Background: an optimization exercise with open tools, aiming at small area and few clock cycles per item. Do not read the settings as production practice.
Only simulation tests tie the RTL to the original design; equivalence was not proved.
Power is estimated from default activity; no workload was simulated.

File: flow/constraint.sdc
create_clock -name core_clock -period 10.0 [get_ports {clk}]
set_input_delay 2.0000 -clock core_clock [delete_from_list [all_inputs] [get_ports {clk}]]
set_output_delay 2.0000 -clock core_clock [all_outputs]
set_load 0.01 [all_outputs]
File: flow/config.mk
export PLATFORM = sky130hd
export DESIGN_NAME = softspi_exp
export DESIGN_NICKNAME = softspi_exp
export VERILOG_FILES = /design/flow/design.v
export SDC_FILE = /design/flow/constraint.sdc
export NUM_CORES = 4
export LEC_CHECK = 0
export CAP_MARGIN = 20
export CORE_MARGIN = 2
export CORE_UTILIZATION = 40
export SLEW_MARGIN = 20
File: flow/run.sh
#!/bin/bash
# synth_recipe.tcl (not shown) runs the flow's synth.tcl, then flattens the netlist and writes it again
# the make line also repeats each setting of config.mk as NAME=value (left out here)
make -C /OpenROAD-flow-scripts/flow DESIGN_CONFIG=/design/flow/config.mk WORK_HOME=/design/flow/orfs CLKGATE_MAP_FILE= SYNTH_SCRIPT=/design/flow/synth_recipe.tcl finish
File: flow/design.v
module softspi_exp (
    input  wire        clk,
    input  wire        rst,           
    input  wire        cmd_valid,
    output wire        cmd_ready,
    input  wire [31:0] cmd,
    input  wire [31:0] now,           
    output reg         rsp_valid,
    output wire [15:0] rsp_data,
    output reg         rsp_refused,
    output reg         pins_oe,
    output reg         out_data,
    output reg         out_clk,
    output reg         out_latch,
    output reg         in_latch,
    output reg         in_clk,
    input  wire        in_data,
    output reg         dac_cs,
    output reg         dac_data,
    output reg         adc_convst,
    input  wire        adc_data
);
    localparam [3:0] S_IDLE  = 4'd0,
                     S_LAT   = 4'd1,    
                     S_LATCH = 4'd2,    
                     S_DAC   = 4'd3,    
                     S_SCAN  = 4'd4,    
                     S_READ  = 4'd5,    
                     S_CONV  = 4'd6,    
                     S_RPIN  = 4'd7,    
                     S_RCH   = 4'd8;    
    reg [3:0]  state;
    reg [23:0] out_state;
    reg        out_zero;       
    reg        in_zero;        
    reg        adc_zero;       
    reg [31:0] last;
    reg        primed;
    reg        enabled;
    reg [130:0] aring;
    reg [15:0]  iring;
    reg [16:0]  dring;
    reg [7:0]   ph_a;          
    reg [3:0]   ph_i;          
    reg [6:0]  bc;             
    reg [2:0]  sub;            
    reg [1:0]  st;             
    reg [4:0]  ridx;           
    reg        wv;             
    reg        is_wpin;
    reg        is_task;
    reg [2:0]  widx;           
    reg        k_rch, k_rpin;  
    reg        lp;             
    wire [7:0] c_op  = cmd[31:24];
    wire [7:0] c_idx = cmd[15:8];
    wire [7:0] c_ch  = cmd[23:16];
    wire z23 = (cmd[23:0] == 24'd0);
    wire z_hi = (cmd[23:16] == 8'd0);
    wire z_lo = (cmd[7:0] == 8'd0);
    wire d_start = (c_op == 8'h01) && z23;
    wire d_stop  = (c_op == 8'h02) && z23;
    wire d_wpin  = (c_op == 8'h10) && z_hi && (cmd[7:1] == 7'd0);
    wire d_wport = (c_op == 8'h11);
    wire d_scan  = (c_op == 8'h20) && z23;
    wire d_rpin  = (c_op == 8'h21) && z_hi && z_lo;
    wire d_setch = (c_op == 8'h30);
    wire d_conv  = (c_op == 8'h40) && z23;
    wire d_rsmp  = (c_op == 8'h41) && z23;
    wire d_rch   = (c_op == 8'h42) && z_hi && z_lo;
    wire d_task  = (c_op == 8'h50) && z23;
    wire c_legal = d_start | d_stop | d_wpin | d_wport | d_scan | d_rpin |
                   d_setch | d_conv | d_rsmp | d_rch | d_task;
    wire [32:0] bw;
    wire [31:0] elapsed;
    assign bw[0] = 1'b0;
    genvar gi;
    generate
        for (gi = 0; gi < 32; gi = gi + 1) begin : g_sub
            assign elapsed[gi] = now[gi] ^ last[gi] ^ bw[gi];
            assign bw[gi + 1]  = (~now[gi] & last[gi]) | (~(now[gi] ^ last[gi]) & bw[gi]);
        end
    endgenerate
    wire        due     = primed || (|elapsed[31:5]) || (&elapsed[4:1]);
    assign cmd_ready = (state == S_IDLE);
    wire   accept    = cmd_valid && cmd_ready;
    wire [15:0] a_tap;
    genvar gj;
    generate
        for (gj = 0; gj < 16; gj = gj + 1) begin : g_tap
            assign a_tap[15 - gj] = aring[90 - 6 * gj];
        end
    endgenerate
    assign rsp_data = k_rch ? a_tap : {15'd0, k_rpin & iring[15]};
    reg [7:0] rch_pre;
    always @(*) begin
        case (ridx[2:0])
            3'd0: rch_pre = 8'd89;
            3'd1: rch_pre = 8'd54;
            3'd2: rch_pre = 8'd19;
            3'd3: rch_pre = 8'd115;
            3'd4: rch_pre = 8'd80;
            3'd5: rch_pre = 8'd45;
            3'd6: rch_pre = 8'd10;
            default: rch_pre = 8'd106;
        endcase
    end
    wire rch_hit = (ph_a == rch_pre);
    wire [3:0] rp_k   = {ridx[3], ~ridx[2:0]};
    wire [3:0] rp_pre = {rp_k[3] ^ rp_k[0], rp_k[2:0]} + 4'd14;
    wire rpin_hit = (ph_i == rp_pre);
    reg [23:0] dword;
    always @(*) begin
        case (widx)
            3'd0: dword = 24'h200003;
            3'd1: dword = 24'h300003;
            3'd2: dword = 24'h1F8000;
            3'd3: dword = 24'h380001;
            3'd4: dword = 24'h020000;
            default: dword = 24'h180000;
        endcase
    end
    wire [4:0] dbit_m = bc[5:1];
    wire dac_bit = (widx == 3'd5 && dbit_m >= 5'd7) ? dring[16]
                                                    : dword[5'd23 - dbit_m];
    wire out_top = out_zero ? 1'b0 : out_state[23];
    wire out_b   = (is_wpin && bc[4:0] == ridx) ? wv : out_top;
    wire a_wr = (state == S_READ) && !in_clk && (sub == 3'd2);
    wire i_wr = (state == S_SCAN) && !in_clk && (sub == 3'd7);
    always @(posedge clk) begin
        aring <= {aring[129:0], a_wr ? adc_data : aring[130]};
        iring <= {iring[14:0], i_wr ? in_data : iring[15]};
        ph_a  <= a_wr && bc == 7'd0 ? 8'd0 : (ph_a == 8'd130 ? 8'd0 : ph_a + 8'd1);
        ph_i  <= i_wr && bc == 7'd0 ? 4'd0 : ph_i + 4'd1;
    end
    integer m;
    always @(posedge clk) begin
        if (accept) begin
            for (m = 7; m < 24; m = m + 1)
                dring[(16 - 2 * m + 34) % 17] <= cmd[23 - m];
        end else begin
            dring <= {dring[15:0], dring[16]};
        end
    end
    wire fire = d_task && enabled && due;
    always @(posedge clk) begin
        if (accept && fire)
            last <= now;
        if (accept) begin
            ridx <= cmd[12:8];
            wv   <= cmd[0];
        end
    end
    wire out_rot = (state == S_LAT) && !out_clk && (out_b == out_data) && (st == 2'd3);
    always @(posedge clk) begin
        if (accept && d_wport)
            out_state <= cmd[23:0];
        else if (out_rot)
            out_state <= {out_state[22:0], out_b};
    end
    always @(posedge clk) begin
        if (rst) begin
            state       <= S_IDLE;
            out_zero    <= 1'b1;
            in_zero     <= 1'b1;
            adc_zero    <= 1'b1;
            primed      <= 1'b0;
            enabled     <= 1'b0;
            rsp_valid   <= 1'b0;
            rsp_refused <= 1'b0;
            k_rch       <= 1'b0;
            k_rpin      <= 1'b0;
            pins_oe     <= 1'b0;
            out_data    <= 1'b0;
            out_clk     <= 1'b0;
            out_latch   <= 1'b0;
            in_latch    <= 1'b1;
            in_clk      <= 1'b1;
            dac_cs      <= 1'b1;
            dac_data    <= 1'b0;
            adc_convst  <= 1'b1;
            st          <= 2'd0;
        end else begin
            rsp_valid <= 1'b0;
            st <= (st == 2'd3) ? 2'd3 : st + 2'd1;
            case (state)
            S_IDLE: begin
                if (accept) begin
                    rsp_refused <= !c_legal;
                    k_rch   <= 1'b0;
                    k_rpin  <= 1'b0;
                    is_wpin <= d_wpin;
                    is_task <= d_task;
                    widx    <= 3'd7;
                    bc      <= 7'd23;
                    sub     <= 3'd0;
                    lp      <= 1'b0;
                    if (d_start) begin
                        pins_oe  <= 1'b1;
                        out_zero <= 1'b1;
                        in_zero  <= 1'b1;
                        adc_zero <= 1'b1;
                        primed   <= 1'b1;
                        enabled  <= 1'b1;
                        widx     <= 3'd0;
                        state    <= S_LAT;
                    end else if (d_stop) begin
                        pins_oe   <= 1'b0;
                        in_zero   <= 1'b1;
                        out_zero  <= 1'b1;
                        enabled   <= 1'b0;
                        rsp_valid <= 1'b1;
                    end else if (d_wpin && c_idx < 8'd24) begin
                        state <= S_LAT;
                    end else if (d_wport) begin
                        out_zero <= 1'b0;
                        state    <= S_LAT;
                    end else if (d_scan) begin
                        state <= S_SCAN;
                    end else if (d_rpin && c_idx < 8'd16 && !in_zero) begin
                        k_rpin <= 1'b1;
                        state  <= S_RPIN;
                    end else if (d_setch && c_ch < 8'd2) begin
                        widx  <= 3'd5;
                        bc    <= 7'd0;
                        state <= S_DAC;
                    end else if (d_conv) begin
                        state <= S_CONV;
                    end else if (d_rsmp) begin
                        state <= S_READ;
                    end else if (d_rch && c_idx < 8'd8 && !adc_zero) begin
                        k_rch <= 1'b1;
                        state <= S_RCH;
                    end else if (fire) begin
                        primed <= 1'b0;
                        state  <= S_SCAN;
                    end else begin
                        rsp_valid <= 1'b1;
                    end
                end
            end
            S_LAT: begin
                if (out_clk) begin
                    out_clk <= 1'b0;
                    if (out_b != out_data) begin
                        out_data <= out_b;
                        st       <= 2'd0;
                    end
                end else if (out_b != out_data) begin
                    out_data <= out_b;
                    st       <= 2'd0;
                end else if (st == 2'd3) begin
                    out_clk <= 1'b1;
                    bc      <= bc - 7'd1;
                    if (bc[4:0] == 5'd0)
                        state <= S_LATCH;
                end
            end
            S_LATCH: begin
                if (!out_latch) begin
                    out_latch <= 1'b1;
                end else begin
                    out_latch <= 1'b0;
                    out_clk   <= 1'b0;
                    out_zero  <= 1'b0;
                    bc        <= 7'd0;
                    if (widx == 3'd0) begin
                        state <= S_DAC;
                    end else begin
                        rsp_valid <= 1'b1;
                        state     <= S_IDLE;
                    end
                end
            end
            S_DAC: begin
                if (bc == 7'd48) begin
                    dac_cs <= 1'b1;
                    bc     <= 7'd0;
                    if (widx < 3'd4) begin
                        widx <= widx + 3'd1;
                    end else begin
                        rsp_valid <= 1'b1;
                        state     <= S_IDLE;
                    end
                end else begin
                    bc <= bc + 7'd1;
                    if (!bc[0]) begin
                        dac_cs   <= 1'b0;
                        out_clk  <= 1'b1;
                        dac_data <= dac_bit;
                    end else begin
                        out_clk  <= 1'b0;
                    end
                end
            end
            S_SCAN: begin
                if (!lp) begin
                    if (in_latch) begin
                        in_latch <= 1'b0;
                    end else begin
                        in_latch <= 1'b1;
                        lp       <= 1'b1;
                        bc       <= 7'd0;
                    end
                end else if (in_clk) begin
                    in_clk <= 1'b0;
                    sub    <= 3'd0;
                end else if (sub != 3'd7) begin
                    sub <= sub + 3'd1;
                end else begin
                    in_clk <= 1'b1;
                    bc     <= bc + 7'd1;
                    if (bc[3:0] == 4'd15) begin
                        in_zero <= 1'b0;
                        if (is_task) begin
                            state <= S_READ;
                        end else begin
                            rsp_valid <= 1'b1;
                            state     <= S_IDLE;
                        end
                    end
                end
            end
            S_READ: begin
                if (in_latch) begin
                    in_latch <= 1'b0;
                    sub      <= 3'd2;
                    bc       <= 7'd0;
                end else if (in_clk) begin
                    if (sub == 3'd3) begin
                        in_latch <= 1'b1;
                        adc_zero <= 1'b0;
                        if (is_task) begin
                            adc_convst <= 1'b0;
                            sub        <= 3'd0;
                            state      <= S_CONV;
                        end else begin
                            rsp_valid <= 1'b1;
                            state     <= S_IDLE;
                        end
                    end else if (sub == 3'd2) begin
                        in_clk <= 1'b0;
                        sub    <= 3'd0;
                    end else begin
                        sub <= sub + 3'd1;
                    end
                end else if (sub != 3'd2) begin
                    sub <= sub + 3'd1;
                end else begin
                    in_clk <= 1'b1;
                    bc     <= bc + 7'd1;
                    sub    <= (bc == 7'd127) ? 3'd3 : 3'd0;
                end
            end
            S_CONV: begin
                if (adc_convst) begin
                    adc_convst <= 1'b0;
                    sub        <= 3'd0;
                end else if (sub != 3'd2) begin
                    sub <= sub + 3'd1;
                end else begin
                    adc_convst <= 1'b1;
                    rsp_valid  <= 1'b1;
                    state      <= S_IDLE;
                end
            end
            S_RPIN: begin
                if (rpin_hit) begin
                    rsp_valid <= 1'b1;
                    state     <= S_IDLE;
                end
            end
            S_RCH: begin
                if (rch_hit) begin
                    rsp_valid <= 1'b1;
                    state     <= S_IDLE;
                end
            end
            default: state <= S_IDLE;
            endcase
        end
    end
endmodule
==> results.txt, run 1 <==
Gr ovfl total - 0
CTS Buf Count - 29
Hold path cells - 0
Die Height - 168 µm
Netlist Area Pre-Place - 10700 µm²
DP Area - 12100 µm²
Share of the synthesized area in the top cell type - 37.2%
Most frequent cells in the layout - dfxtp_1 (199), nand2_1 (105), clkdlybuf4s50_1 (93), edfxtp_1 (78), nor2_1 (57)
Residual DRC - 0
DRT Pass-1 Iters - 4
Clock network fraction of total power - 41.4%
CP most frequent cell - fa_2
Avg Inst Size Synth - 11.6 µm²
Root Buffer - clkbuf_16
Sw Ratio - 24.4%
Comb pwr share - 11.3%
CTS Sinks - 277
Crit-path max cell delay - 0.50 ns
Post-synthesis net count - 1042
Die Span X - 168 µm
1st-iter DRT viols - 439
Flops & latches, synth - 277
Multi-input gate area - 4130 µm²
Least-Margin Pin Slew - 0.935 ns
Diodes inserted - 0
Worst rel slew slack - 37.5%
Drt total wl - 22600 µm
Maximum vdd ir drop - 0.120 mV
Power Dens Cells - 201 nW/µm²
Mapped Cells - 925
Clock tree buffer depth - 3
Synth warn - 1
Row Count - 59
Vias per Instance - 5.08
Detailed Place HPWL - 15900 µm
Levels on crit path - 41
Leakage - 0.00499 µW
Final non-filler cell total - 1383
Post-route design area - 13200 µm²
Placed cells - 1324
H-tree depth - 1
Setup-violating endpoint count in the final report - 37
CP max-delay cell - fa_1
Fill cell count - 2296
Initial core utilization - 40.9%
Worst-path clk slew - 0.06 ns
Nets - 1144
First-pass GRT wire length - 37100 µm
Post-synth top area cell - dfxtp_1
Most common cell after layout, fill and taps aside - dfxtp_1
WL per Instance - 16.3 µm
Antenna Nets Post-Route - 0
Core ar. - 26200 µm²
Layout cells sized above 1 - 14.6%
Crit path buffers/inverters - 4
Crit. End Element - flip-flop
Synth async-reset ratio - 0%
DP Worst Slack - -4.40 ns
Synth top area cells - dfxtp_1 (37%), edfxtp_1 (22%), fa_1 (5.6%), nand2_1 (3.7%), mux2_2 (2.4%)
Post-synth EDFFs - 78
Seq pwr share - 47.4%
Full die area - 28100 µm²
Initial antenna violation count - 0
Hold_buf cts - 0
Int Power - 2000 µW
Psw - 648 µW
TNS Setup - -110.02 ns
Sequential share of the synthesized area - 59.1%
CTS tree - done
Min-delay worst type - flip-flop to flip-flop
Crit start category - input port
Vias post-DR - 7025
Largest delay share family, worst path - adder cells
Status - failed layout checks
Synth Flop Type - dfxtp_1
Vias in the first global route - 6910
Final hold vios - 0
Layout Check Fails - setup timing
Post-route clock period utilization - 130%
Io pins - 97
Max Freq - 0.0770 GHz
Setup CP Type - input port to flip-flop
Worst endpoint data arrival time - 13.45 ns
Crit path time final - 12.99 ns
Area growth syn-to-layout - 23.1%
Worst path required time - 10.46 ns
Worst skew pair latency - 0.55 ns
Worst Skew - 0.0149 ns
Final WS setup - -2.99 ns
Number of port buffers - 96
RePlAce Congestion - 0.823
Worst-path maximum fanout - 4
FF/Latch Area - 6330 µm²
Largest net degree at the start of global routing - 29
Worst-case reg-to-reg path depth - 40
GRT Total Usage - 16.3%
Synth unique cells - 88
Max_cap viols - 0
Max Slew Vio Count - 0
Unrepaired setup endpoints after global routing - yes
layer usage:
layer / vias to the layer above / track usage (%) / part of all wire [%]
li1: 3462 / - / -
met1: 3312 / 23.9 / 48
met2: 201 / 24.3 / 44
met3: 50 / 3.17 / 5.3
met4: 0 / 5.37 / 2.7
met5: - / 0 / 0
through the flow:
| stage | power [µW] | hold slack, ns | util [%] |
|---|---|---|---|
| after floorplan | 1460 | 0.310 | - |
| after global placement | 1570 | 0.310 | 46.0 |
| after detailed placement | 1570 | 0.312 | 46.0 |
| after CTS | 2680 | 0.323 | 50.2 |
| after global routing | 2760 | 0.325 | 50.3 |
| final | 2650 | 0.324 | 50.3 |
power by group through the flow:
stage          sequential [µW]  clock, µW  combinational (µW)
3_3_place_gp              1280          0                 288
4_1_cts                   1250       1120                 300
6_report                  1260       1100                 299
5_1_grt                   1260       1170                 334
2_1_floorplan             1250          0                 212
3_5_place_dp              1280          0                 293
area by class of cell:
cell class	count	area share [%]
Timing Repair Buffer	107	8.16
Inverter	57	1.68
Multi-Input combinational cell	555	31.3
Tap cell	335	3.18
Sequential cell	277	48.0
Clock buffer	45	7.12
Clock inverter	7	0.579
flip-flops by register name, summed over array words and instances, names as in the netlist, 2 cells and up:
| name | count |
|---|---|
| sub | 3 |
| state | 4 |
| dring | 17 |
| ph_i | 4 |
| out_state | 24 |
| widx | 3 |
| last | 32 |
| bc | 7 |
| ridx | 5 |
| aring | 131 |
| st | 2 |
| ph_a | 8 |
| iring | 16 |
cell families after synthesis:
logic type               share of synthesized area [%]
AO/OA/AOI/OAI                                     8.07
XOR/XNOR                                          2.13
adder cells (fa/ha/maj)                           7.71
buffers and inverters                             3.71
flip-flops                                        59.1
multiplexers                                      2.98
AND/OR/NAND/NOR                                   16.3
worst register-to-register path, delay by kind of cell, from the launching register on:
| kind | cells | cell delay (ns) |
|---|---|---|
| flip-flops | 1 | 0.38 |
| AND/OR/NAND/NOR | 6 | 0.79 |
| AO/OA/AOI/OAI | 1 | 0.17 |
| buffers and inverters | 3 | 0.29 |
| adder cells (fa/ha/maj) | 30 | 10.22 |
path summary, 6_finish.rpt:
kind,from,to,slack [ns]
worst min-delay path,aring[75],aring[76],0.32
worst max-delay path,now[0],state[1],-2.99
worst max register to register,last[0],state[1],-1.96
worst min register to register,aring[75],aring[76],0.32
cell usage after synthesis (4+ instances only):
cell type / instances
o221ai_1: 4
nand3_1: 24
nand2_1: 105
o21ai_0: 20
inv_1: 56
buf_6: 4
nor4_1: 12
a211oi_1: 4
o31ai_1: 7
or3_1: 4
ha_1: 18
nor2_1: 58
or4b_1: 4
dfxtp_1: 199
xor2_1: 12
nand4_1: 16
nor4_2: 4
and3_1: 6
buf_2: 11
clkbuf_1: 20
mux2_2: 23
nor3_1: 22
fa_1: 30
a2111oi_0: 4
edfxtp_1: 78
a22oi_1: 4
a21oi_1: 33
and2_1: 19
nor2b_1: 9
a31oi_1: 8
and4_1: 4
o22ai_1: 8
xnor2_1: 14
repair_timing:
item                                    4_1_cts  5_1_grt
pin swaps                                    11        3
resized for setup                            19        3
buffers inserted                              4        3
endpoints found under the setup margin       37       37
gates cloned                                  1        0
Testbench counts, summed over its fixed seeds: cycles 523,658, items 2,406.
==> run 2, diff against run 1 <==
--- a/flow/design.v
+++ b/flow/design.v
@@ -71,17 +71,13 @@
     wire d_task  = (c_op == 8'h50) && z23;
     wire c_legal = d_start | d_stop | d_wpin | d_wport | d_scan | d_rpin |
                    d_setch | d_conv | d_rsmp | d_rch | d_task;
-    wire [32:0] bw;
-    wire [31:0] elapsed;
-    assign bw[0] = 1'b0;
-    genvar gi;
-    generate
-        for (gi = 0; gi < 32; gi = gi + 1) begin : g_sub
-            assign elapsed[gi] = now[gi] ^ last[gi] ^ bw[gi];
-            assign bw[gi + 1]  = (~now[gi] & last[gi]) | (~(now[gi] ^ last[gi]) & bw[gi]);
-        end
-    endgenerate
-    wire        due     = primed || (|elapsed[31:5]) || (&elapsed[4:1]);
+    wire [5:0]  el_lo  = {1'b0, now[4:0]} - {1'b0, last[4:0]};
+    wire [26:0] el_t   = now[31:5] ^ last[31:5];
+    wire [26:0] el_a   = ~now[31:5] & last[31:5];
+    wire        el_eq  = ~|el_t;
+    wire        el_p1  = el_t[0] & (&(el_t[26:1] ~^ el_a[25:0]));
+    wire        el_hz  = el_lo[5] ? el_p1 : el_eq;
+    wire        due    = primed || !el_hz || (&el_lo[4:1]);
     assign cmd_ready = (state == S_IDLE);
     wire   accept    = cmd_valid && cmd_ready;
     wire [15:0] a_tap;
==> run 2 against run 1 <==
  * Hold slack barely moved
  * Now clean on timing, DRC and antenna
  * Power rose by 3.1%
  * Clock skew fell by 0.0025 ns
  * Core utilization fell by 1.5 points
  * Critical path type is now flip-flop to primary output
  * Die area rose by 1.3%
  * Largest cell class unchanged
==> results.txt, run 2 <==
Status - no timing/DRC/antenna violations
Max Freq - 0.224 GHz
Most common cell after layout, fill and taps aside - dfxtp_1
Least-Margin Pin Slew - 0.915 ns
Netlist Area Pre-Place - 10900 µm²
Detailed Place HPWL - 16000 µm
RePlAce Congestion - 0.831
Synth top area cells - dfxtp_1 (37%), edfxtp_1 (22%), ha_1 (5.4%), nand2_1 (3.4%), xnor2_1 (3.1%)
Worst rel slew slack - 38.2%
Largest net degree at the start of global routing - 31
Synth unique cells - 85
Crit path time final - 4.47 ns
Final hold vios - 0
GRT Total Usage - 16.1%
Core Util, Final - 48.8%
Min-delay worst type - flip-flop to flip-flop
Post-synthesis compound-gate area fraction - 8.25%
Vias post-DR - 7164
Row Count - 60
CTS tree - done
Drt total wl - 22400 µm
Synth async-reset ratio - 0%
Xor/xnor share of the synthesized area - 4.36%
Max FFs per register - 131
Vias in the first global route - 6834
Post-synth EDFFs - 78
Layout cells sized above 1 - 9.39%
H-tree depth - 1
Die Height - 169 µm
Largest family of logic cells by synthesized area - simple AND/OR/NAND/NOR gates
Mux cell area share after synthesis - 3.57%
Post-route clock period utilization - 44.7%
DRT Pass-1 Iters - 5
Clock tree buffer depth - 3
Die Span X - 169 µm
Post-synth top area cell - dfxtp_1
Worst skew pair latency - 0.55 ns
Initial antenna violation count - 0
Setup CP Type - flip-flop to primary output
FF/Latch Area - 6330 µm²
Worst-path maximum fanout - 25
Setup-violating endpoint count in the final report - 0
Vias per Instance - 5.10
Full die area - 28500 µm²
Worst Skew - 0.0124 ns
Post-Synth Simple-Gate Area - 17.0%
Worst path required time - 8.00 ns
Synth Flop Type - dfxtp_1
Biggest regs - aring: 131 flops, last: 32 flops, out_state: 24 flops
Mapped Cells - 949
Crit start category - flip-flop
Sequential share of the synthesized area - 58.3%
Max Slew Vio Count - 0
Placed cells - 1356
Area growth syn-to-layout - 20.4%
Gr ovfl total - 0
Synth warn - 1
Root Buffer - clkbuf_16
Reg2reg setup slack - 6.46 ns
Number of port buffers - 96
Nets - 1161
Power Dens Cells - 209 nW/µm²
Post-synthesis net count - 1066
Worst-path clk slew - 0.06 ns
Post-route design area - 13100 µm²
CTS Sinks - 277
1st-iter DRT viols - 408
Core ar. - 26800 µm²
Maximum vdd ir drop - 0.125 mV
WL per Instance - 15.9 µm
Multi-input gate area - 4220 µm²
Top cells by count, synth - dfxtp_1 (199), nand2_1 (99), edfxtp_1 (78)
Post-Synth Adder-Cell Area - 5.60%
Biggest register - aring
Crit. End Element - primary output
Most frequent cells in the layout - dfxtp_1 (199), nand2_1 (99), clkdlybuf4s50_1 (96), edfxtp_1 (78), nor2_1 (61)
Worst endpoint data arrival time - 2.47 ns
Final non-filler cell total - 1406
Total power - 2730 µW
Post-CTS setup buffers - 0
Crit path launch - state[1]
Unrepaired setup endpoints after global routing - no
Reg2Reg Launch Point - state[1]
Hold Crit Start - aring[91]
CTS Buf Count - 27
Most common cell in the netlist - dfxtp_1
DP Area - 12100 µm²
Hold_buf cts - 0
Residual DRC - 0
Antenna Nets Post-Route - 0
Max_cap viols - 0
Diodes inserted - 0
Initial core utilization - 40.5%
Io pins - 97
Leakage - 0.00495 µW
First-pass GRT wire length - 37000 µm
Share of the synthesized area in the top cell type - 36.7%
Avg Inst Size Synth - 11.4 µm²
Flops & latches, synth - 277
TNS Setup - 0 ns
# resized after CTS - 0
Fill cell count - 2389
run 2: logic make-up after synthesis:
kind of cell,Yosys count
flip-flops,277
adder cells (fa/ha/maj),48
multiplexers,33
XOR/XNOR,54
buffers and inverters,81
AO/OA/AOI/OAI,126
AND/OR/NAND/NOR,330
run 2: worst max-delay path, stage by stage (launching register included):
cell and delay (ns):
dfxtp_1 0.58, or4_4 0.63, inv_2 0.14, clkdlybuf4s50_1 0.58
run 2: where the power goes:
part           internal (µW)  switching (µW)
combinational            172             224
clock                    609             429
sequential              1230            70.8
total                   2010             724
run 2: per-layer routing:
| metal | vias to the layer above | part of all wire, % | GRT usage [%] |
|---|---|---|---|
| met1 | 3388 | 50 | 24.2 |
| met3 | 23 | 4.8 | 2.83 |
| met2 | 164 | 43 | 23.9 |
| li1 | 3589 | - | - |
| met4 | 0 | 1.5 | 4.05 |
| met5 | - | 0 | 0 |
run 2: layout make-up:
class / instances / area share [%]
Sequential cell: 277 / 48.4
Multi-Input combinational cell: 591 / 32.3
Timing Repair Buffer: 100 / 7.58
Clock buffer: 41 / 6.43
Tap cell: 341 / 3.26
Inverter: 47 / 1.35
Clock inverter: 9 / 0.670
run 2: metrics by stage:
stage / hold WS, ns / setup slack, ns
2_1_floorplan: 0.310 / 4.19
3_3_place_gp: 0.310 / 5.01
3_5_place_dp: 0.312 / 4.93
4_1_cts: 0.325 / 5.50
5_1_grt: 0.329 / 5.32
6_report: 0.324 / 5.53
run 2: path summary, 6_finish.rpt:
kind,end,cells past startpoint
max,cmd_ready,3
max reg2reg,out_state[7],6
min,aring[92],0
min reg2reg,aring[92],0
Testbench counts of run 2, summed over its fixed seeds: cycles 523,658, items 2,406.
==> run 3, diff against run 2 <==
--- a/flow/config.mk
+++ b/flow/config.mk
@@ -7,5 +7,6 @@
 export LEC_CHECK = 0
 export CAP_MARGIN = 20
 export CORE_MARGIN = 2
-export CORE_UTILIZATION = 40
+export CORE_UTILIZATION = 65
+export CTS_BUF_LIST = sky130_fd_sc_hd__clkbuf_8 sky130_fd_sc_hd__clkbuf_4
 export SLEW_MARGIN = 20
==> run 3 against run 2 <==
  * Cell area is 1.2% lower
  * Critical path type unchanged
  * Largest cell class unchanged
  * Area after synthesis did not move
  * Power decreased by 0.82%
  * Non-clock buffer count is 2 lower
  * Synthesized cell count unchanged
  * Largest power group unchanged
  * Highest routed layer unchanged
  * Hold slack worse by 0.0020 ns
==> results.txt, run 3 <==
Status - no timing/DRC/antenna violations
Worst Skew - 0.0162 ns
Initial antenna violation count - 0
Power Dens Cells - 210 nW/µm²
Crit. End Element - primary output
Post-CTS setup buffers - 0
Leakage - 0.00498 µW
Gr ovfl total - 0
Biggest register - aring
Drt total wl - 23100 µm
Biggest regs - aring: 131 flops, last: 32 flops, out_state: 24 flops
Xor/xnor share of the synthesized area - 4.36%
Setup CP Type - flip-flop to primary output
Full die area - 17800 µm²
Synth top area cells - dfxtp_1 (37%), edfxtp_1 (22%), ha_1 (5.4%), nand2_1 (3.4%), xnor2_1 (3.1%)
Synth async-reset ratio - 0%
WL per Instance - 17.7 µm
Most common cell after layout, fill and taps aside - dfxtp_1
Least-Margin Pin Slew - 0.891 ns
Antenna Nets Post-Route - 0
Sequential share of the synthesized area - 58.3%
Worst endpoint data arrival time - 2.47 ns
H-tree depth - 2
Worst rel slew slack - 39.7%
Final hold vios - 0
CTS Sinks - 277
Synth warn - 1
Setup-violating endpoint count in the final report - 0
Post-route clock period utilization - 44.7%
Root Buffer - clkbuf_8
Fill cell count - 1051
# resized after CTS - 0
Hold_ws - 0.322 ns
Avg Inst Size Synth - 11.4 µm²
Vias post-DR - 7462
Total power - 2710 µW
Most frequent cells in the layout - dfxtp_1 (199), nand2_1 (99), clkdlybuf4s50_1 (96), edfxtp_1 (78), nor2_1 (61)
RePlAce Congestion - 0.907
Synth unique cells - 85
Post-synthesis compound-gate area fraction - 8.25%
Crit start category - flip-flop
Post-synth top area cell - dfxtp_1
Worst path required time - 8.00 ns
1st-iter DRT viols - 708
Area growth syn-to-layout - 19.0%
Detailed Place HPWL - 15500 µm
Diodes inserted - 0
Mapped Cells - 949
Post-synth EDFFs - 78
GRT Total Usage - 26.4%
Max_cap viols - 0
Worst-path clk slew - 0.07 ns
Number of port buffers - 96
Largest family of logic cells by synthesized area - simple AND/OR/NAND/NOR gates
Mux cell area share after synthesis - 3.57%
Io pins - 97
Min-delay worst type - flip-flop to flip-flop
Largest net degree at the start of global routing - 33
Layout cells sized above 1 - 11.8%
Maximum vdd ir drop - 0.209 mV
Vias in the first global route - 7098
Max Freq - 0.224 GHz
Post-Synth Simple-Gate Area - 17.0%
CTS tree - done
Clock tree buffer depth - 3
Post-synthesis net count - 1066
Flops & latches, synth - 277
Initial core utilization - 65.9%
Worst skew pair latency - 0.55 ns
Die Height - 133 µm
Unrepaired setup endpoints after global routing - no
Hold_buf cts - 0
Final non-filler cell total - 1309
Nets - 1174
Post-Synth Adder-Cell Area - 5.60%
Max Slew Vio Count - 0
Share of the synthesized area in the top cell type - 36.7%
Max FFs per register - 131
Die Span X - 133 µm
Synth Flop Type - dfxtp_1
Row Count - 47
TNS Setup - 0 ns
Residual DRC - 0
Core ar. - 16500 µm²
Vias per Instance - 5.70
Placed cells - 1233
DRT Pass-1 Iters - 6
Crit path time final - 4.47 ns
Most common cell in the netlist - dfxtp_1
Top cells by count, synth - dfxtp_1 (199), nand2_1 (99), edfxtp_1 (78)
Netlist Area Pre-Place - 10900 µm²
First-pass GRT wire length - 37200 µm
Worst-path maximum fanout - 25
CTS Buf Count - 42
-- run 3: worst paths after layout --
check                  to  cells past startpoint  slack, ns      start
min reg2reg     aring[68]                      0       0.32  aring[67]
max             cmd_ready                      3       5.53   state[1]
min             aring[68]                      0       0.32  aring[67]
max reg2reg  out_state[4]                      6       6.58   state[1]
-- run 3: cell type report --
cell class,count,area (µm²),share of cell area (%)
clock buffers,67,828,6.41
well taps,220,275,2.13
flip-flops and latches,277,6330,49.0
inverters,47,176,1.37
clock inverters,9,103,0.794
repair buffers,98,976,7.55
multi-input cells,591,4230,32.8
-- run 3: routing by layer --
metal	up-vias	wire length (µm)	track usage (%)
met5	-	0	0
met4	0	661	9.57
met3	51	1540	5.14
met2	297	10400	40.1
met1	3496	10500	38.0
li1	3618	-	-
-- run 3: cell families after synthesis --
family	count (synthesis)
simple gates	330
flops	277
compound gates	126
buf+inv	81
xor+xnor	54
fa+ha+maj	48
mux	33
-- run 3: power breakdown --
group          internal [µW]  switching, µW
sequential              1230           69.9
combinational            173            228
clock                    580            432
total                   1980            730
-- run 3: per-stage QoR --
step / utilization, % / cell area, µm² / setup slack, ns
after global routing: 78.5 / 12900 / 5.47
final: 78.5 / 12900 / 5.53
after global placement: 72.7 / 12000 / 5.26
after detailed placement: 72.8 / 12000 / 5.26
after floorplan: - / 10900 / 4.19
after CTS: 78.5 / 12900 / 5.55
-- run 3: critical path: stages, from the launching register on --
cell	delay, ns
dfxtp_1	0.57
or4_4	0.62
inv_2	0.17
clkdlybuf4s50_1	0.56
==> run 4, diff against run 3 <==
--- a/flow/design.v
+++ b/flow/design.v
@@ -48,10 +48,8 @@
     reg [4:0]  ridx;           
     reg        wv;             
     reg        is_wpin;
-    reg        is_task;
-    reg [2:0]  widx;           
+    reg        chain;          
     reg        k_rch, k_rpin;  
-    reg        lp;             
     wire [7:0] c_op  = cmd[31:24];
     wire [7:0] c_idx = cmd[15:8];
     wire [7:0] c_ch  = cmd[23:16];
@@ -107,7 +105,7 @@
     wire rpin_hit = (ph_i == rp_pre);
     reg [23:0] dword;
     always @(*) begin
-        case (widx)
+        case (sub)
             3'd0: dword = 24'h200003;
             3'd1: dword = 24'h300003;
             3'd2: dword = 24'h1F8000;
@@ -117,17 +115,18 @@
         endcase
     end
     wire [4:0] dbit_m = bc[5:1];
-    wire dac_bit = (widx == 3'd5 && dbit_m >= 5'd7) ? dring[16]
+    wire dac_bit = (sub[2] && sub[0] && dbit_m >= 5'd7) ? dring[16]
                                                     : dword[5'd23 - dbit_m];
     wire out_top = out_zero ? 1'b0 : out_state[23];
-    wire out_b   = (is_wpin && bc[4:0] == ridx) ? wv : out_top;
+    wire out_b   = (is_wpin && bc[4:0] == ~ridx) ? wv : out_top;
     wire a_wr = (state == S_READ) && !in_clk && (sub == 3'd2);
     wire i_wr = (state == S_SCAN) && !in_clk && (sub == 3'd7);
+    wire i_first = (bc[3:0] == 4'd0);
     always @(posedge clk) begin
         aring <= {aring[129:0], a_wr ? adc_data : aring[130]};
         iring <= {iring[14:0], i_wr ? in_data : iring[15]};
         ph_a  <= a_wr && bc == 7'd0 ? 8'd0 : (ph_a == 8'd130 ? 8'd0 : ph_a + 8'd1);
-        ph_i  <= i_wr && bc == 7'd0 ? 4'd0 : ph_i + 4'd1;
+        ph_i  <= i_wr && i_first ? 4'd0 : ph_i + 4'd1;
     end
     integer m;
     always @(posedge clk) begin
@@ -186,11 +185,9 @@
                     k_rch   <= 1'b0;
                     k_rpin  <= 1'b0;
                     is_wpin <= d_wpin;
-                    is_task <= d_task;
-                    widx    <= 3'd7;
-                    bc      <= 7'd23;
+                    chain   <= d_start | d_task;
+                    bc      <= 7'd8;
                     sub     <= 3'd0;
-                    lp      <= 1'b0;
                     if (d_start) begin
                         pins_oe  <= 1'b1;
                         out_zero <= 1'b1;
@@ -198,7 +195,6 @@
                         adc_zero <= 1'b1;
                         primed   <= 1'b1;
                         enabled  <= 1'b1;
-                        widx     <= 3'd0;
                         state    <= S_LAT;
                     end else if (d_stop) begin
                         pins_oe   <= 1'b0;
@@ -217,7 +213,7 @@
                         k_rpin <= 1'b1;
                         state  <= S_RPIN;
                     end else if (d_setch && c_ch < 8'd2) begin
-                        widx  <= 3'd5;
+                        sub   <= 3'd5;
                         bc    <= 7'd0;
                         state <= S_DAC;
                     end else if (d_conv) begin
@@ -247,8 +243,8 @@
                     st       <= 2'd0;
                 end else if (st == 2'd3) begin
                     out_clk <= 1'b1;
-                    bc      <= bc - 7'd1;
-                    if (bc[4:0] == 5'd0)
+                    bc      <= bc + 7'd1;
+                    if (bc[4:0] == 5'd31)
                         state <= S_LATCH;
                 end
             end
@@ -260,7 +256,8 @@
                     out_clk   <= 1'b0;
                     out_zero  <= 1'b0;
                     bc        <= 7'd0;
-                    if (widx == 3'd0) begin
+                    sub       <= 3'd0;
+                    if (chain) begin
                         state <= S_DAC;
                     end else begin
                         rsp_valid <= 1'b1;
@@ -272,8 +269,8 @@
                 if (bc == 7'd48) begin
                     dac_cs <= 1'b1;
                     bc     <= 7'd0;
-                    if (widx < 3'd4) begin
-                        widx <= widx + 3'd1;
+                    if (chain && sub != 3'd4) begin
+                        sub <= sub + 3'd1;
                     end else begin
                         rsp_valid <= 1'b1;
                         state     <= S_IDLE;
@@ -290,13 +287,12 @@
                 end
             end
             S_SCAN: begin
-                if (!lp) begin
+                if (!bc[4]) begin
                     if (in_latch) begin
                         in_latch <= 1'b0;
                     end else begin
                         in_latch <= 1'b1;
-                        lp       <= 1'b1;
-                        bc       <= 7'd0;
+                        bc       <= 7'd16;
                     end
                 end else if (in_clk) begin
                     in_clk <= 1'b0;
@@ -308,7 +304,7 @@
                     bc     <= bc + 7'd1;
                     if (bc[3:0] == 4'd15) begin
                         in_zero <= 1'b0;
-                        if (is_task) begin
+                        if (chain) begin
                             state <= S_READ;
                         end else begin
                             rsp_valid <= 1'b1;
@@ -326,7 +322,7 @@
                     if (sub == 3'd3) begin
                         in_latch <= 1'b1;
                         adc_zero <= 1'b0;
-                        if (is_task) begin
+                        if (chain) begin
                             adc_convst <= 1'b0;
                             sub        <= 3'd0;
                             state      <= S_CONV;
==> flow/flow/run.sh (new file) <==
#!/bin/bash
# The standard ORFS layout (standard.sh, unchanged synthesis, floorplan, power grid,
# placement, routing), with two settings changed:
#  - port buffers: one buf_1 per input and output port (buffer_ports -buffer_cell),
#    instead of the larger cell buffer_ports picks by default;
#  - clock tree: clkbuf_8 buffers, sink clusters of up to 16 flip-flops within 60 um,
#    no dummy loads.
# The make output goes to standard_flow.log; ORFS keeps each step's log under orfs/logs/.
set -euo pipefail
bash standard.sh \
  "BUFFER_PORTS_ARGS=-buffer_cell sky130_fd_sc_hd__buf_1" \
  "CTS_ARGS=-sink_clustering_enable -repair_clock_nets -dont_use_dummy_load -buf_list sky130_fd_sc_hd__clkbuf_8 -sink_clustering_size 16 -sink_clustering_max_diameter 60" \
  finish > standard_flow.log 2>&1
==> flow/standard.sh (new file) <==
#!/bin/bash
# synth_recipe.tcl (not shown) runs the flow's synth.tcl, then flattens the netlist and writes it again
# the make line also repeats each setting of config.mk as NAME=value (left out here)
make -C /OpenROAD-flow-scripts/flow DESIGN_CONFIG=/design/flow/config.mk WORK_HOME=/design/flow/orfs CLKGATE_MAP_FILE= SYNTH_SCRIPT=/design/flow/synth_recipe.tcl "${@:-finish}"
--- a/flow/config.mk
+++ b/flow/config.mk
@@ -8,5 +8,4 @@
 export CAP_MARGIN = 20
 export CORE_MARGIN = 2
 export CORE_UTILIZATION = 65
-export CTS_BUF_LIST = sky130_fd_sc_hd__clkbuf_8 sky130_fd_sc_hd__clkbuf_4
 export SLEW_MARGIN = 20
removed: flow/run.sh
==> run 4 against run 3 <==
  * Critical path depth up 2
  * Power down 34%
  * Routed wire length fell by 4.7%
  * Final cell count shrank 5.8%
  * Count of clock-buffer cells in the layout shrank 45
  * Critical path type is now input port to flip-flop
  * Largest cell class unchanged
==> results.txt, run 4 <==
Largest delay share family, worst path - simple AND/OR/NAND/NOR gates
Levels on crit path - 5
Min-delay worst type - flip-flop to flip-flop
Final hold vios - 0
Die Height - 131 µm
Hold Crit Start - iring[3]
Crit path buffers/inverters - 1
Sequential share of the synthesized area - 59.2%
Reg2Reg Launch Point - state[0]
Initial core utilization - 66.2%
Core ar. - 15800 µm²
RePlAce Congestion - 0.948
CTS Buf Count - 22
Netlist Area Pre-Place - 10500 µm²
Biggest register - aring
Worst-case reg-to-reg path depth - 4
Post-synth EDFFs - 74
Mux cell area share after synthesis - 3.56%
Placed cells - 1211
R2R Path End - out_state[0]
CTS tree - done
CP Cell Sequence - buf_1 > nor4b_2 > nand3_2 > nor2_4 > a21o_1
Worst skew pair latency - 0.56 ns
Post-route clock period utilization - 42.4%
Nets - 1135
Io pins - 97
Reg2reg setup slack - 6.28 ns
Most frequent cells in the layout - dfxtp_1 (199), nand2_1 (104), buf_1 (96), edfxtp_1 (74), nor2_1 (63)
Max Slew Vio Count - 0
Layout cells sized above 1 - 7.37%
Hold path cells - 0
Synth unique cells - 77
Clock tree buffer depth - 3
Worst-path clk slew - 0.09 ns
Hold_buf cts - 0
Synth top area cells - dfxtp_1 (38%), edfxtp_1 (21%), ha_1 (5.5%), nand2_1 (3.7%), xnor2_1 (3.7%)
Post-synthesis net count - 1046
# resized after CTS - 0
Worst-path maximum fanout - 25
Vias post-DR - 7113
CTS Sinks - 273
TNS Setup - 0 ns
Vias per Instance - 5.77
Largest family of logic cells by synthesized area - simple AND/OR/NAND/NOR gates
Max_cap viols - 0
Residual DRC - 0
Flops & latches, synth - 273
Synth warn - 1
Worst path required time - 10.19 ns
Leakage - 0.00425 µW
Unrepaired setup endpoints after global routing - no
Vias in the first global route - 6999
Crit path time final - 4.24 ns
Biggest regs - aring: 131 flops, last: 32 flops, out_state: 24 flops
1st-iter DRT viols - 557
Detailed Place HPWL - 16000 µm
Final non-filler cell total - 1233
Crit start category - input port
Xor/xnor share of the synthesized area - 4.68%
Initial antenna violation count - 0
Area growth syn-to-layout - 7.79%
Setup CP Type - input port to flip-flop
Post-Synth Simple-Gate Area - 16.4%
H-tree depth - 1
Full die area - 17100 µm²
Diodes inserted - 0
Avg Inst Size Synth - 11.3 µm²
Synth async-reset ratio - 0%
Crit. End Element - flip-flop
CP max-delay cell - a21o_1
Post-synth top area cell - dfxtp_1
Max Freq - 0.236 GHz
Hold_ws - 0.287 ns
WHS Endpoint - iring[4]
Gr ovfl total - 0
Worst rel slew slack - 33.5%
DRT Pass-1 Iters - 5
Number of port buffers - 96
Antenna Nets Post-Route - 0
Status - no timing/DRC/antenna violations
WL per Instance - 17.9 µm
Post-Synth Adder-Cell Area - 5.68%
Worst Skew - 0.0851 ns
First-pass GRT wire length - 35100 µm
Post-synthesis compound-gate area fraction - 7.20%
Mapped Cells - 930
Share of the synthesized area in the top cell type - 38.0%
Power Dens Cells - 158 nW/µm²
Worst endpoint data arrival time - 4.43 ns
GRT Total Usage - 26.0%
Die Span X - 131 µm
Maximum vdd ir drop - 0.144 mV
Largest net degree at the start of global routing - 33
Top cells by count, synth - dfxtp_1 (199), nand2_1 (104), edfxtp_1 (74)
Least-Margin Pin Slew - 0.995 ns
Synth Flop Type - dfxtp_1
Setup-violating endpoint count in the final report - 0
Root Buffer - clkbuf_8
Crit-path max cell delay - 0.79 ns
Drt total wl - 22100 µm
Row Count - 46
Most common cell in the netlist - dfxtp_1
Post-CTS setup buffers - 0
Most common cell after layout, fill and taps aside - dfxtp_1
Max FFs per register - 131
-- run 4: cell families (layout without fill, tap and decap cells) --
family	count (synthesis)	count (layout)
AOI/OAI and AO/OA	106	106
xor gates and xnor gates	56	56
adders and majority gates	47	47
buffers and inverters	83	170
DFF	273	273
muxes	34	34
and+or+nand+nor	331	331
-- run 4: cell type report --
cell class              count  area [µm²]
flip-flops and latches    273        6210
fillers                  1196        4540
multi-input cells         574        3950
repair buffers             99         383
clock buffers              22         303
well taps                 216         270
inverters                  49         184
-- run 4: stage by stage --
stage          util (%)  setup WS (ns)  cell area (µm²)  total power (µW)
2_1_floorplan         -           4.16            10500              1250
3_5_place_dp       69.4           4.85            11000              1290
5_1_grt            71.3           5.51            11300              1850
4_1_cts            71.3           5.46            11300              1790
3_3_place_gp       69.4           5.03            11000              1280
6_report           71.3           5.76            11300              1780
-- run 4: how the worst max path moves through the flow --
stage / to / from / slack [ns]
CTS: out_state[17] / cmd[24] / 5.46
floorplan: last[0] / now[2] / 4.16
detailed placement: out_state[3] / cmd[24] / 4.85
finish: out_state[0] / cmd[24] / 5.76
global placement: out_state[2] / cmd_valid / 5.03
global route: out_state[15] / cmd[24] / 5.51
-- run 4: routing by layer --
layer / up-vias / routed length, µm / global-route usage [%]
met5: - / 0 / 0
met4: 0 / 459 / 5.63
met3: 45 / 1260 / 4.23
met2: 239 / 10300 / 42.6
met1: 3416 / 10000 / 36.8
li1: 3413 / - / -
-- run 4: report_power, final --
part	internal, µW	total, µW	switching [µW]
registers	1150	1160	15.5
clock network	197	517	320
logic	43.1	102	59.1
total	1390	1780	394
Testbench counts of run 4, summed over its fixed seeds: cycles 523,658, items 2,406.
==> run 5, diff against run 4 <==
--- a/flow/design.v
+++ b/flow/design.v
@@ -115,7 +115,7 @@
         endcase
     end
     wire [4:0] dbit_m = bc[5:1];
-    wire dac_bit = (sub[2] && sub[0] && dbit_m >= 5'd7) ? dring[16]
+    wire dac_bit = (sub[2] && sub[0] && dbit_m >= 5'd7) ? dring[1]
                                                     : dword[5'd23 - dbit_m];
     wire out_top = out_zero ? 1'b0 : out_state[23];
     wire out_b   = (is_wpin && bc[4:0] == ~ridx) ? wv : out_top;
@@ -214,7 +214,7 @@
                         state  <= S_RPIN;
                     end else if (d_setch && c_ch < 8'd2) begin
                         sub   <= 3'd5;
-                        bc    <= 7'd0;
+                        bc    <= 7'd126;
                         state <= S_DAC;
                     end else if (d_conv) begin
                         state <= S_CONV;
@@ -266,7 +266,9 @@
                 end
             end
             S_DAC: begin
-                if (bc == 7'd48) begin
+                if (bc[6]) begin
+                    bc <= bc + 7'd1;
+                end else if (bc == 7'd48) begin
                     dac_cs <= 1'b1;
                     bc     <= 7'd0;
                     if (chain && sub != 3'd4) begin
==> run 5 against run 4 <==
  * Synthesized cell count is 5.3% lower
  * Die area is 0.31% higher
  * Sequential share of layout area is 0.24 points lower
  * Final cell count is 3.0% lower
  * Largest power group unchanged
  * Highest routed layer unchanged
==> results.txt, run 5 <==
Worst skew pair latency - 0.53 ns
Min-delay worst type - flip-flop to flip-flop
Row Count - 46
Netlist Area Pre-Place - 10500 µm²
Worst Skew - 0.0304 ns
Clock tree buffer depth - 3
Post-synth top area cell - dfxtp_1
Final hold vios - 0
Most common cell after layout, fill and taps aside - dfxtp_1
Antenna Nets Post-Route - 0
Largest delay share family, worst path - buffers and inverters
Power Dens Cells - 154 nW/µm²
Total power - 1750 µW
Worst-path clk slew - 0.09 ns
Reg2Reg Launch Point - state[1]
# resized after CTS - 0
Post-synth EDFFs - 74
Post-synthesis net count - 1001
Residual DRC - 0
Setup-violating endpoint count in the final report - 0
Fill cell count - 1158
Crit path launch - cmd_valid
CTS Buf Count - 21
Max Freq - 0.215 GHz
DP Worst Slack - 4.75 ns
GRT Total Usage - 25.2%
Share of the synthesized area in the top cell type - 37.9%
Full die area - 17200 µm²
Worst-path maximum fanout - 27
Leakage - 0.00432 µW
Max_cap viols - 0
Most common cell in the netlist - dfxtp_1
RePlAce Congestion - 0.952
Top cells by count, synth - dfxtp_1 (199), edfxtp_1 (74), nor2_1 (57)
Crit start category - input port
CP most frequent cell - nand2_1
R2R Path End - out_state[2]
Avg Inst Size Synth - 11.9 µm²
Post-route clock period utilization - 46.5%
Hold Crit Start - iring[5]
CTS Sinks - 273
Max Slew Vio Count - 0
First-pass GRT wire length - 35600 µm
Least-Margin Pin Slew - 1.05 ns
Number of port buffers - 96
Worst-case reg-to-reg path depth - 7
1st-iter DRT viols - 383
Crit. End Element - flip-flop
Diodes inserted - 0
Synth Flop Type - dfxtp_1
Core ar. - 15800 µm²
FF/Latch Area - 6210 µm²
Die Height - 131 µm
Detailed Place HPWL - 15500 µm
CP max-delay cell - nand2_1
Largest net degree at the start of global routing - 33
Hold_ws - 0.331 ns
WHS Endpoint - iring[6]
Root Buffer - clkbuf_8
Worst endpoint data arrival time - 4.85 ns
Sequential share of the synthesized area - 59.0%
Reg2reg setup slack - 5.50 ns
Status - no timing/DRC/antenna violations
WL per Instance - 18.0 µm
Initial core utilization - 66.4%
Synth warn - 1
Vias post-DR - 6936
Io pins - 97
Post-CTS setup buffers - 0
Die Span X - 131 µm
Synth top area cells - dfxtp_1 (38%), edfxtp_1 (21%), ha_1 (6.0%), mux2_2 (4.5%), xnor2_1 (2.7%)
Final non-filler cell total - 1196
Hold_buf cts - 0
Synth async-reset ratio - 0%
Biggest regs - aring: 131 flops, last: 32 flops, out_state: 24 flops
Multi-input gate area - 3980 µm²
Vias in the first global route - 7043
Mapped Cells - 881
Final WS setup - 5.35 ns
Crit path buffers/inverters - 3
Nets - 1102
CP Cell Sequence - buf_1 > nand2_1 > inv_1 > nand2_1 > o31ai_4 > buf_8
Area growth syn-to-layout - 7.92%
Biggest register - aring
Flops & latches, synth - 273
Hold path cells - 0
Maximum vdd ir drop - 0.157 mV
Layout cells sized above 1 - 9.69%
DRT Pass-1 Iters - 6
Initial antenna violation count - 0
Placed cells - 1174
TNS Setup - 0 ns
Crit-path max cell delay - 0.91 ns
Setup CP Type - input port to flip-flop
H-tree depth - 1
Synth unique cells - 79
Unrepaired setup endpoints after global routing - no
CTS tree - done
Worst path required time - 10.21 ns
Worst rel slew slack - 29.2%
Most frequent cells in the layout - dfxtp_1 (199), buf_1 (96), edfxtp_1 (74), nor2_1 (57), inv_1 (56)
Drt total wl - 21500 µm
Max FFs per register - 131
Crit path time final - 4.65 ns
Vias per Instance - 5.80
Gr ovfl total - 0
==> run 5: how the worst max path moves through the flow <==
stage | to | slack, ns | cells after the start
after global routing | out_state[2] | 5.13 | 6
after CTS | out_state[2] | 5.29 | 5
after global placement | out_state[12] | 5.02 | 5
final | out_state[2] | 5.35 | 6
after floorplan | last[0] | 3.05 | 6
after detailed placement | out_state[13] | 4.75 | 5
==> run 5: layout make-up <==
type | count | share of cell area (%)
inverter | 56 | 1.85
timing repair buffer | 99 | 3.44
clock buffer | 21 | 2.55
multi-input combinational | 531 | 35.1
sequential | 273 | 54.7
tap | 216 | 2.38
==> run 5: per-stage QoR <==
step	area, µm²	utilization [%]
CTS	11300	71.6
floorplan	10500	-
global route	11300	71.7
finish	11300	71.7
detailed placement	11000	69.7
global placement	11000	69.7
==> run 5: power breakdown <==
part	switching, µW	internal, µW
clock	315	189
sequential	9.37	1140
combinational	53.1	41.4
total	378	1370
==> run 5: kinds of logic (layout without fill, tap and decap cells) <==
group,Yosys count,after routing,share of synthesized area (%)
compound gates,115,115,7.71
xor+xnor,60,60,5.00
fa+ha+maj,51,51,6.14
buf+inv,77,176,3.31
flops,273,273,59.0
mux,47,47,5.07
simple gates,258,258,13.7
==> run 5: per-layer routing <==
metal	GRT usage, %	vias to the layer above	part of all wire [%]
met1	33.7	3281	43
met3	3.13	63	5.9
met2	42.7	273	48
met5	0	-	0
li1	-	3319	-
met4	8.94	0	3.3
Testbench counts of run 5, summed over its fixed seeds: cycles 523,954, items 2,406.
==> run 6, diff against run 5 <==
--- a/flow/design.v
+++ b/flow/design.v
@@ -37,10 +37,10 @@
     reg [31:0] last;
     reg        primed;
     reg        enabled;
-    reg [130:0] aring;
+    reg [127:0] aring;
     reg [15:0]  iring;
     reg [16:0]  dring;
-    reg [7:0]   ph_a;          
+    reg [6:0]   ph_a;          
     reg [3:0]   ph_i;          
     reg [6:0]  bc;             
     reg [2:0]  sub;            
@@ -86,17 +86,17 @@
         end
     endgenerate
     assign rsp_data = k_rch ? a_tap : {15'd0, k_rpin & iring[15]};
-    reg [7:0] rch_pre;
+    reg [6:0] rch_pre;
     always @(*) begin
         case (ridx[2:0])
-            3'd0: rch_pre = 8'd89;
-            3'd1: rch_pre = 8'd54;
-            3'd2: rch_pre = 8'd19;
-            3'd3: rch_pre = 8'd115;
-            3'd4: rch_pre = 8'd80;
-            3'd5: rch_pre = 8'd45;
-            3'd6: rch_pre = 8'd10;
-            default: rch_pre = 8'd106;
+            3'd0: rch_pre = 7'd89;
+            3'd1: rch_pre = 7'd57;
+            3'd2: rch_pre = 7'd25;
+            3'd3: rch_pre = 7'd121;
+            3'd4: rch_pre = 7'd90;
+            3'd5: rch_pre = 7'd58;
+            3'd6: rch_pre = 7'd26;
+            default: rch_pre = 7'd122;
         endcase
     end
     wire rch_hit = (ph_a == rch_pre);
@@ -123,9 +123,9 @@
     wire i_wr = (state == S_SCAN) && !in_clk && (sub == 3'd7);
     wire i_first = (bc[3:0] == 4'd0);
     always @(posedge clk) begin
-        aring <= {aring[129:0], a_wr ? adc_data : aring[130]};
+        aring <= {aring[126:0], a_wr ? adc_data : aring[127]};
         iring <= {iring[14:0], i_wr ? in_data : iring[15]};
-        ph_a  <= a_wr && bc == 7'd0 ? 8'd0 : (ph_a == 8'd130 ? 8'd0 : ph_a + 8'd1);
+        ph_a  <= a_wr && bc == 7'd0 ? 7'd0 : ph_a + 7'd1;
         ph_i  <= i_wr && i_first ? 4'd0 : ph_i + 4'd1;
     end
     integer m;
@@ -321,7 +321,7 @@
                     sub      <= 3'd2;
                     bc       <= 7'd0;
                 end else if (in_clk) begin
-                    if (sub == 3'd3) begin
+                    if (sub == 3'd7) begin
                         in_latch <= 1'b1;
                         adc_zero <= 1'b0;
                         if (chain) begin
@@ -332,7 +332,7 @@
                             rsp_valid <= 1'b1;
                             state     <= S_IDLE;
                         end
-                    end else if (sub == 3'd2) begin
+                    end else if (sub == 3'd3 || (sub == 3'd2 && bc != 7'd64)) begin
                         in_clk <= 1'b0;
                         sub    <= 3'd0;
                     end else begin
@@ -343,7 +343,7 @@
                 end else begin
                     in_clk <= 1'b1;
                     bc     <= bc + 7'd1;
-                    sub    <= (bc == 7'd127) ? 3'd3 : 3'd0;
+                    sub    <= (bc == 7'd127) ? 3'd7 : 3'd0;
                 end
             end
             S_CONV: begin
==> run 6 against run 5 <==
  * Power down 0.30%
  * Critical path depth did not move
  * Via count down 0.14%
  * Area after synthesis down 3.0%
  * Count of clock-buffer cells in the layout grew 1
  * Maximum frequency shrank 7.1%
  * Sequential power hardly changed
  * Clock skew is 0.051 ns higher
  * Sequential share of layout area up 0.73 points
  * First-iteration DRC count up 19%
  * Critical endpoint is now out_state[7]
==> results.txt, run 6 <==
Post-synthesis net count - 1030
Hold path cells - 0
GRT Total Usage - 27.0%
Max Freq - 0.200 GHz
Maximum vdd ir drop - 0.180 mV
Crit-path max cell delay - 0.91 ns
Least-Margin Pin Slew - 1.03 ns
Crit start category - input port
# resized after CTS - 0
CP most frequent cell - nand2_1
Post-synth EDFFs - 74
CP Cell Sequence - buf_1 > nand2_1 > inv_1 > nand2_1 > o31ai_4 > buf_6
Most frequent cells in the layout - dfxtp_1 (195), nand2_1 (104), buf_1 (96), edfxtp_1 (74), nor2_1 (57)
Top cells by count, synth - dfxtp_1 (195), nand2_1 (104), edfxtp_1 (74)
Vias in the first global route - 7021
WL per Instance - 18.1 µm
Unrepaired setup endpoints after global routing - no
Power Dens Cells - 158 nW/µm²
Flops & latches, synth - 269
Root Buffer - clkbuf_8
Worst-path clk slew - 0.10 ns
Mapped Cells - 914
Busiest grt layer - met2
Drt total wl - 22000 µm
Worst endpoint data arrival time - 5.22 ns
Post-route clock period utilization - 50.0%
Max FFs per register - 128
Synth top area cells - dfxtp_1 (38%), edfxtp_1 (22%), ha_1 (5.6%), nand2_1 (3.8%), mux2_2 (2.8%)
Io pins - 97
Post-CTS setup buffers - 0
CTS Sinks - 269
Final hold vios - 0
RePlAce Congestion - 0.909
Synth async-reset ratio - 0%
M2 GR Usage - 46.3%
Final WS setup - 5.00 ns
Share of the synthesized area in the top cell type - 38.3%
M3 GR Usage - 4.17%
Biggest register - aring
CP max-delay cell - inv_1
Residual DRC - 0
Synth warn - 1
Crit path buffers/inverters - 3
Row Count - 45
Status - no timing/DRC/antenna violations
CTS tree - done
Worst-path maximum fanout - 28
Diodes inserted - 0
Met1 global-route usage - 35.1%
Netlist Area Pre-Place - 10200 µm²
Hold_buf cts - 0
Worst-case reg-to-reg path depth - 8
1st-iter DRT viols - 457
Die Span X - 129 µm
DRT Pass-1 Iters - 7
TNS Setup - 0 ns
Core ar. - 15300 µm²
Initial antenna violation count - 0
Clock tree buffer depth - 3
Levels on crit path - 6
Largest net degree at the start of global routing - 33
H-tree depth - 1
Antenna Nets Post-Route - 0
Leakage - 0.00428 µW
Worst Skew - 0.0814 ns
Crit. End Element - flip-flop
Max Slew Vio Count - 0
Nets - 1127
Synth Flop Type - dfxtp_1
Largest delay share family, worst path - simple AND/OR/NAND/NOR gates
Layout cells sized above 1 - 6.24%
DP Worst Slack - 4.45 ns
First-pass GRT wire length - 35400 µm
Area growth syn-to-layout - 8.37%
Most common cell after layout, fill and taps aside - dfxtp_1
Worst rel slew slack - 31.4%
Hold_ws - 0.294 ns
Synth unique cells - 69
Gr ovfl total - 0
Full die area - 16700 µm²
Fill cell count - 1091
Crit path time final - 5.00 ns
Initial core utilization - 66.8%
Avg Inst Size Synth - 11.2 µm²
Biggest regs - aring: 128 flops, last: 32 flops, out_state: 24 flops
Sequential share of the synthesized area - 60.1%
Worst skew pair latency - 0.55 ns
Setup-violating endpoint count in the final report - 0
Vias per Instance - 5.68
Max_cap viols - 0
Setup CP Type - input port to flip-flop
Vias post-DR - 6926
CTS Buf Count - 22
Detailed Place HPWL - 16100 µm
Min-delay worst type - flip-flop to flip-flop
Post-synth top area cell - dfxtp_1
Number of port buffers - 96
Worst path required time - 10.22 ns
Die Height - 129 µm
Most common cell in the netlist - dfxtp_1
[run 6: cell types whose count changed after synthesis, sizes merged, moves of 4 or more]
cell	before	now
or4	7	3
dfxtp	199	195
ha	50	46
o21a	6	1
nand2	40	104
a31oi	3	9
o21ai	23	40
mux2	44	25
or3	6	2
o2111a	4	0
nor3	25	16
a21oi	29	35
and3	5	13
[run 6: path summary, 6_finish.rpt]
kind / from / to / slack, ns
worst max-delay path: cmd_valid / out_state[7] / 5.00
worst min register to register: aring[1] / aring[2] / 0.29
worst min-delay path: aring[1] / aring[2] / 0.29
worst max register to register: state[0] / out_state[7] / 5.59
[run 6: through the flow]
stage	std cells	total power, µW	cell area, µm²	utilization (%)
global placement	1197	1250	10700	70.4
CTS	1219	1760	11000	72.3
finish	1220	1750	11000	72.4
global route	1220	1800	11000	72.4
floorplan	914	1220	10200	-
detailed placement	1197	1260	10700	70.4
[run 6: final cells by class]
cell class | instances | area [µm²] | share of cell area, %
sequential | 269 | 6130 | 55.4
clock buffer | 22 | 303 | 2.74
timing repair buffer | 98 | 379 | 3.43
multi-input combinational | 566 | 3770 | 34.2
inverter | 54 | 203 | 1.83
tap | 211 | 264 | 2.39
[run 6: layer usage]
metal | routed length (µm) | vias to the layer above
li1 | - | 3375
met5 | 0 | -
met1 | 9470 | 3256
met4 | 590 | 0
met3 | 1160 | 46
met2 | 10800 | 249
[run 6: power breakdown]
part           internal [µW]  switching [µW]  total [µW]
sequential              1130            10.4        1140
clock                    197             317         514
combinational           35.7            57.4        93.1
total                   1360             385        1750
[run 6: cells by family after synthesis]
group,Yosys count,share of synthesized area (%)
compound gates,130,8.26
xor+xnor,54,4.79
fa+ha+maj,48,5.94
buf+inv,79,3.06
flops,269,60.1
mux,26,2.86
simple gates,308,15.0
Testbench counts of run 6, summed over its fixed seeds: cycles 525,393, items 2,406.

re-timing with driven ports:
How much do the figures lean on ideal ports? The routed layouts below were timed once more, with nothing changed but the port constraints. Step 1, drivers: a clkbuf_16 drives clk and a buf_2 each remaining input, both assumed. Step 2, shift: input delay + t, output delay - t, t = (earliest + latest rising clock arrival at the registers) / 2. This alone moves slack from input paths to output paths. a / b / c = ideal / step 1 / step 2; a / b = the first two.
run | shift t [ns] | setup slack, ns | slew at the worst register clock pin (ns)
run 1 | 0.591 | -2.993 / -3.001 / -3.592 | 0.06 / 0.06
run 2 | 0.589 | 5.527 / 5.481 / 5.021 | 0.07 / 0.07
run 3 | 0.578 | 5.530 / 5.492 / 5.154 | 0.07 / 0.07
run 4 | 0.560 | 5.759 / 5.774 / 5.214 | 0.10 / 0.10
run 5 | 0.550 | 5.355 / 5.355 / 4.805 | 0.10 / 0.10
run 6 | 0.551 | 4.999 / 4.976 / 4.425 | 0.10 / 0.10
The setup slack of run 1, which loses most, moves by -0.008 ns with the drivers and by -0.599 ns with both steps.
